What follows belongs to an exercise in optimizing a design on an open flow for small area, a short achievable clock period and few clock cycles; a production flow would make more cautious choices.
Function was checked by simulation only, so behaviour that the tests miss may differ from the original.

Setup of main:
==> flow/design.v <==
module hufdec_len (
    input  wire [11:0] t,
    output wire        c2, c3, c4, c6, c8, c11, c12
);
  wire ones4 = t[11] & t[10] & t[9] & t[8];
  wire lo30  = ~t[7] & ~t[6] & ~(t[5] & t[4] & t[3] & t[2]);
  assign c2  = ~t[11] & ~t[10];
  assign c3  = ~t[11] &  t[10];
  assign c4  =  t[11] & ~t[10];
  assign c6  =  t[11] &  t[10] & ~t[9];
  assign c8  =  t[11] &  t[10] &  t[9] & ~t[8];
  assign c11 = ones4 &  lo30;
  assign c12 = ones4 & ~lo30;
endmodule
module hufdec_val (
    input  wire [11:0] t,
    input  wire        c3, c4, c6, c8, c11, c12,
    output wire [7:0]  val,
    output wire        eos
);
  wire [7:0] a = ({8{c4}}  & {7'd0, t[8]})   | ({8{c6}}  & {6'd0, t[7:6]}) |
                 ({8{c8}}  & {5'd0, t[6:4]}) | ({8{c11}} & {1'b0, t[7:1]}) |
                 ({8{c12}} & t[7:0]);
  wire       hi11 = t[7] | t[6] | t[5] | (t[4] & t[3] & t[2] & t[1]);    
  wire [7:0] b = ({8{c3}}  & (t[9] ? 8'hFF : 8'h01)) | ({8{c4}}  & (t[9] ? 8'hFD : 8'h02)) |
                 ({8{c6}}  & (t[8] ? 8'hF9 : 8'h04)) | ({8{c8}}  & (t[7] ? 8'hF1 : 8'h08)) |
                 ({8{c11}} & (hi11 ? 8'hD3 : 8'h10)) | ({8{c12}} & 8'hE3);
  wire [7:0] v = a + b;
  assign val = v;
  assign eos = c12 & (&t[7:0]);
endmodule
module hufdec (
    input  wire        clk,
    input  wire        rst,           
    input  wire        cmd_valid,
    output wire        cmd_ready,
    input  wire [1:0]  cmd_op,        
    input  wire [23:0] cmd_arg,
    output reg         out_valid,
    input  wire        out_ready,
    output reg         out_end,       
    output wire [7:0]  out_data,
    output wire [1:0]  out_reason     
);
  localparam W = 22;                  
  localparam CW = 5;
  localparam [1:0] OP_START = 2'd0, OP_BYTE = 2'd1, OP_END = 2'd2;
  reg          rdy;                   
  reg          s_v;                   
  reg  [1:0]   s_op;
  reg  [23:0]  s_arg;
  reg          run;                   
  reg  [W-1:0] bbuf;                  
  reg  [CW-1:0] cnt;
  reg  [23:0]  rem;
  reg          rem1;
  reg          out_lim;               
  reg  [7:0]   o_data;                
  reg          k_v, k_end, k_lim;     
  reg  [7:0]   k_data;
  assign cmd_ready  = rdy;
  assign out_data   = o_data;
  assign out_reason = o_data[1:0];
  wire [11:0] t = bbuf[W-1:W-12];
  wire c2, c3, c4, c6, c8, c11, c12;
  hufdec_len u_len (.t(t), .c2(c2), .c3(c3), .c4(c4), .c6(c6), .c8(c8), .c11(c11), .c12(c12));
  wire [7:0] sym;
  wire       eos;
  hufdec_val u_val (.t(t), .c3(c3), .c4(c4), .c6(c6), .c8(c8), .c11(c11), .c12(c12),
                    .val(sym), .eos(eos));
  wire en   = run & ~k_v;
  wire g2   = en & c2  & (cnt >= 2);
  wire g3   = en & c3  & (cnt >= 3);
  wire g4   = en & c4  & (cnt >= 4);
  wire g6   = en & c6  & (cnt >= 6);
  wire g8   = en & c8  & (cnt >= 8);
  wire g11  = en & c11 & (cnt >= 11);
  wire g12  = en & c12 & (cnt >= 12);
  wire go   = g2 | g3 | g4 | g6 | g8 | g11 | g12;
  wire drained = ~run | ~((c2 & (cnt >= 2)) | (c3 & (cnt >= 3)) | (c4 & (cnt >= 4)) |
                         (c6 & (cnt >= 6)) | (c8 & (cnt >= 8)) | (c11 & (cnt >= 11)) |
                         (c12 & (cnt >= 12)));
  wire s_start = s_v & (s_op == OP_START);
  wire s_byte  = s_v & (s_op == OP_BYTE);
  wire s_end   = s_v & (s_op == OP_END);
  wire ctl_ok  = drained & ~k_v;
  wire do_start = s_start & ctl_ok;
  wire do_end   = s_end & ctl_ok;
  wire room     = (cnt <= W - 8);    
  wire do_byte  = s_byte & room;
  wire s_done   = s_byte ? room : (s_start | s_end) ? ctl_ok : 1'b1;
  wire n_zero   = (s_arg == 24'd0);
  wire sym_byte = go & ~eos;
  wire stop     = (go & eos) | (sym_byte & rem1) | (do_end & run);
  wire [W-1:0] ins = do_byte ? ({s_arg[7:0], {(W-8){1'b0}}} >> cnt) : {W{1'b0}};
  wire [W-1:0] bm  = bbuf | ins;
  wire keep = ~go & ~do_start;
  wire [W-1:0] bbuf_n = ({W{keep}} & bm)        | ({W{g2}}  & (bm << 2))  |
                        ({W{g3}}  & (bm << 3))  | ({W{g4}}  & (bm << 4))  |
                        ({W{g6}}  & (bm << 6))  | ({W{g8}}  & (bm << 8))  |
                        ({W{g11}} & (bm << 11)) | ({W{g12}} & (bm << 12));
  wire [CW-1:0] ci = do_byte ? cnt + 5'd8 : cnt;
  wire [CW-1:0] cnt_d = ({CW{keep}} & ci)          | ({CW{g2}}  & (ci - 5'd2)) |
                        ({CW{g3}}  & (ci - 5'd3))  | ({CW{g4}}  & (ci - 5'd4)) |
                        ({CW{g6}}  & (ci - 5'd6))  | ({CW{g8}}  & (ci - 5'd8)) |
                        ({CW{g11}} & (ci - 5'd11)) | ({CW{g12}} & (ci - 5'd12));
  wire run_n = do_start ? ~n_zero : (run & ~stop);
  wire [CW-1:0] cnt_n = run_n ? cnt_d : {CW{1'b0}};
  wire       push   = go | (do_start & n_zero) | (do_end & run);
  wire       p_end  = ~sym_byte;
  wire       p_lim  = sym_byte & rem1;
  wire [7:0] p_data = sym_byte ? sym : {6'd0, go ? 2'd2 : do_end ? 2'd3 : 2'd1};
  wire out_take = out_valid & out_ready;
  wire out_free = ~out_valid | out_ready;
  wire fire = cmd_valid & rdy;
  wire s_v_n = fire | (s_v & ~s_done);
  wire [1:0] s_op_n = fire ? cmd_op : s_op;
  wire s_ctl_n = s_v_n & ~s_op_n[0];   
  wire s_byte_n = s_v_n & (s_op_n == OP_BYTE);
  wire k_v_n = out_take & out_lim ? k_v | push :
               out_free ? (k_v & push) : (k_v | push);
  wire fits_n = ~run_n | do_start | (keep & (ci <= W - 8)) | (g2 & (ci <= W - 6)) |
                (g3 & (ci <= W - 5)) | (g4 & (ci <= W - 4)) | (g6 & (ci <= W - 2)) |
                g8 | g11 | g12;
  wire rdy_n = s_ctl_n ? (~run_n & ~k_v_n) :
               s_byte_n ? fits_n : 1'b1;
  always @(posedge clk) begin
    if (rst) begin
      rdy       <= 1'b1;
      s_v       <= 1'b0;
      run       <= 1'b0;
      cnt       <= {CW{1'b0}};
      out_valid <= 1'b0;
      k_v       <= 1'b0;
    end else begin
      rdy <= rdy_n;
      s_v <= s_v_n;
      run <= run_n;
      cnt <= cnt_n;
      k_v <= k_v_n;
      if (out_take & out_lim)
        out_valid <= 1'b1;
      else if (out_free)
        out_valid <= k_v | push;
    end
    s_op <= s_op_n;
    if (rdy) s_arg <= cmd_arg;
    bbuf <= bbuf_n;
    if (do_start) begin
      rem  <= s_arg;
      rem1 <= (s_arg == 24'd1);
    end else if (sym_byte) begin
      rem  <= rem - 24'd1;
      rem1 <= (rem == 24'd2);
    end
    if (out_take & out_lim) begin
      out_end     <= 1'b1;
      out_lim     <= 1'b0;
      o_data[1:0] <= 2'd1;
    end else if (out_free) begin
      if (k_v) begin
        out_end <= k_end;
        out_lim <= k_lim;
        o_data  <= k_data;
      end else begin
        out_end <= p_end;
        out_lim <= p_lim;
        o_data  <= p_data;
      end
    end
    if (push) begin
      k_end  <= p_end;
      k_lim  <= p_lim;
      k_data <= p_data;
    end
  end
endmodule
Settings: LEC_CHECK=0, ABC_AREA=1, CAP_MARGIN=20, CORE_MARGIN=2, CORE_UTILIZATION=40, SLEW_MARGIN=20; clock period 10.0 ns.
standard.sh (not shown) runs the stock make flow with config.mk's settings and CLKGATE_MAP_FILE= SYNTH_SCRIPT=/design/flow/synth_recipe.tcl, a recipe that flattens the netlist after the stock synthesis.
==> flow/flow/run.sh <==
#!/bin/bash
# Layout flow: the standard flow (standard.sh, ORFS synthesis to finish)
# with these changes, all inside synthesis mapping and timing repair:
#  - ABC maps the logic with flow/abc_area.script in place of ORFS's
#    abc_area.script; yosys's passes and the flip-flop mapping are the
#    standard ones, so the registers are the same
#  - no full-adder extraction before ABC (ADDER_MAP_FILE empty)
#  - repair_timing keeps MARGIN ns of setup slack on the 10 ns clock, so it
#    sizes and buffers for a shorter achieved period
# The clock, I/O delays and all other constraints are the design's own.
# Logs: standard.log here, each ORFS step's log under orfs/logs.
set -euo pipefail
W=$PWD
F=$W/flow
MARGIN=7.2
# ORFS's synth.tcl with the abc call given our script
sed "s#log_cmd abc {\*}\$abc_args#lset abc_args 1 $F/abc_area.script; log_cmd abc {*}\$abc_args#" \
  "$FLOW_HOME/scripts/synth.tcl" > "$W/synth_abc.tcl"
grep -q "lset abc_args 1" "$W/synth_abc.tcl"
# The standard flow's synthesis script, sourcing that copy
sed "s#source \$::env(SCRIPTS_DIR)/synth.tcl#source $W/synth_abc.tcl#" "$W/synth_recipe.tcl" > "$W/synth_top.tcl"
grep -q "synth_abc.tcl" "$W/synth_top.tcl"
bash standard.sh SYNTH_SCRIPT="$W/synth_top.tcl" ADDER_MAP_FILE= \
  SETUP_SLACK_MARGIN=$MARGIN finish > standard.log 2>&1
==> flow/flow/abc_area.script <==
strash
dc2
dch -f
map
topo
stime -c
buffer -c
upsize -c
dnsize -c
Testbench counts of main, summed over its fixed seeds: cycles 52,649.
[inputs] the feature branch vs main
-- flow/design.v --
<<< main, line 116
  wire s_v_n = fire | (s_v & ~s_done);
  wire [1:0] s_op_n = fire ? cmd_op : s_op;
  wire s_ctl_n = s_v_n & ~s_op_n[0];   
  wire s_byte_n = s_v_n & (s_op_n == OP_BYTE);
  wire k_v_n = out_take & out_lim ? k_v | push :
               out_free ? (k_v & push) : (k_v | push);
>>> the feature branch, line 116
  wire s_v_n = fire | (s_v & ~s_done);
  wire [1:0] s_op_n = fire ? cmd_op : s_op;
  wire k_v_n = out_take & out_lim ? k_v | push :
               out_free ? (k_v & push) : (k_v | push);
<<< main, line 123
                (g3 & (ci <= W - 5)) | (g4 & (ci <= W - 4)) | (g6 & (ci <= W - 2)) |
                g8 | g11 | g12;
  wire rdy_n = s_ctl_n ? (~run_n & ~k_v_n) :
               s_byte_n ? fits_n : 1'b1;
  always @(posedge clk) begin
    if (rst) begin
>>> the feature branch, line 121
                (g3 & (ci <= W - 5)) | (g4 & (ci <= W - 4)) | (g6 & (ci <= W - 2)) |
                g8 | g11 | g12;
  wire ctl_ok_n = ~run_n & ~k_v_n;
  wire rdy_new  = cmd_op[0] ? (cmd_op[1] | fits_n) : ctl_ok_n;
  wire rdy_old  = ~(s_v & ~s_done) | (s_op[0] ? (s_op[1] | fits_n) : ctl_ok_n);
  wire rdy_n    = fire ? rdy_new : rdy_old;
  always @(posedge clk) begin
    if (rst) begin
<<< main, line 154
      rem1 <= (rem == 24'd2);
    end
    if (out_take & out_lim) begin
      out_end     <= 1'b1;
      out_lim     <= 1'b0;
>>> the feature branch, line 154
      rem1 <= (rem == 24'd2);
    end
    if (rst) begin
      out_end <= 1'b0;
      out_lim <= 1'b0;
      o_data  <= 8'h00;
    end else if (out_take & out_lim) begin
      out_end     <= 1'b1;
      out_lim     <= 1'b0;
==> summary.txt <==
- From main to the feature branch the numbers moved as follows: number of placement rows now sits lower, xor and xnor area share after synthesis ~0 delta, share of the yosys chip area belonging to registers has increased, total nets after synthesis went up, total via count in the routed design held.
- [compare] base=main new=the feature branch: length in cells of the worst reg-to-reg path grew by 3; area of the core went down by about 4%.
- Number of global-route vias before repair: main and the feature branch compared, higher one is the feature branch
- Number of distinct library cell variants in the gate-level netlist after synthesis down 9 in the feature branch wrt main
- Run comparison: the feature branch source of the critical timing path rdy; main source of the critical timing path o_data[4]
Testbench counts of the feature branch, summed over its fixed seeds: cycles 52,649.

re-timing with driven ports:
The flow's constraints put no driver on any port. The routed layouts listed below were extracted and timed again, unchanged, in two steps.
Step 1, drivers: a clkbuf_16 drives clk and a buf_2 each remaining input, both assumed.
Step 2 also shifts input and output timing later by t, the mid clock arrival at the registers, as if the neighbouring blocks saw the same clock.
Slacks: ideal / step 1 / step 2; pairs: ideal / step 1.
run | shift t [ns] | setup WS [ns] | latest minus earliest clock arrival (ns) | worst register clock-pin slew, ns | pins driven straight from the clock port
main | 0.399 | 7.121 / 7.078 / 6.830 | 0.010 / 0.010 | 0.08 / 0.08 | 1
the feature branch | 0.409 | 7.148 / 7.105 / 6.833 | 0.007 / 0.007 | 0.08 / 0.08 | 1
After both steps every run listed still meets setup and hold. For the feature branch, which loses most, drivers alone change the setup slack by -0.043 ns; drivers and shift together by -0.315 ns.
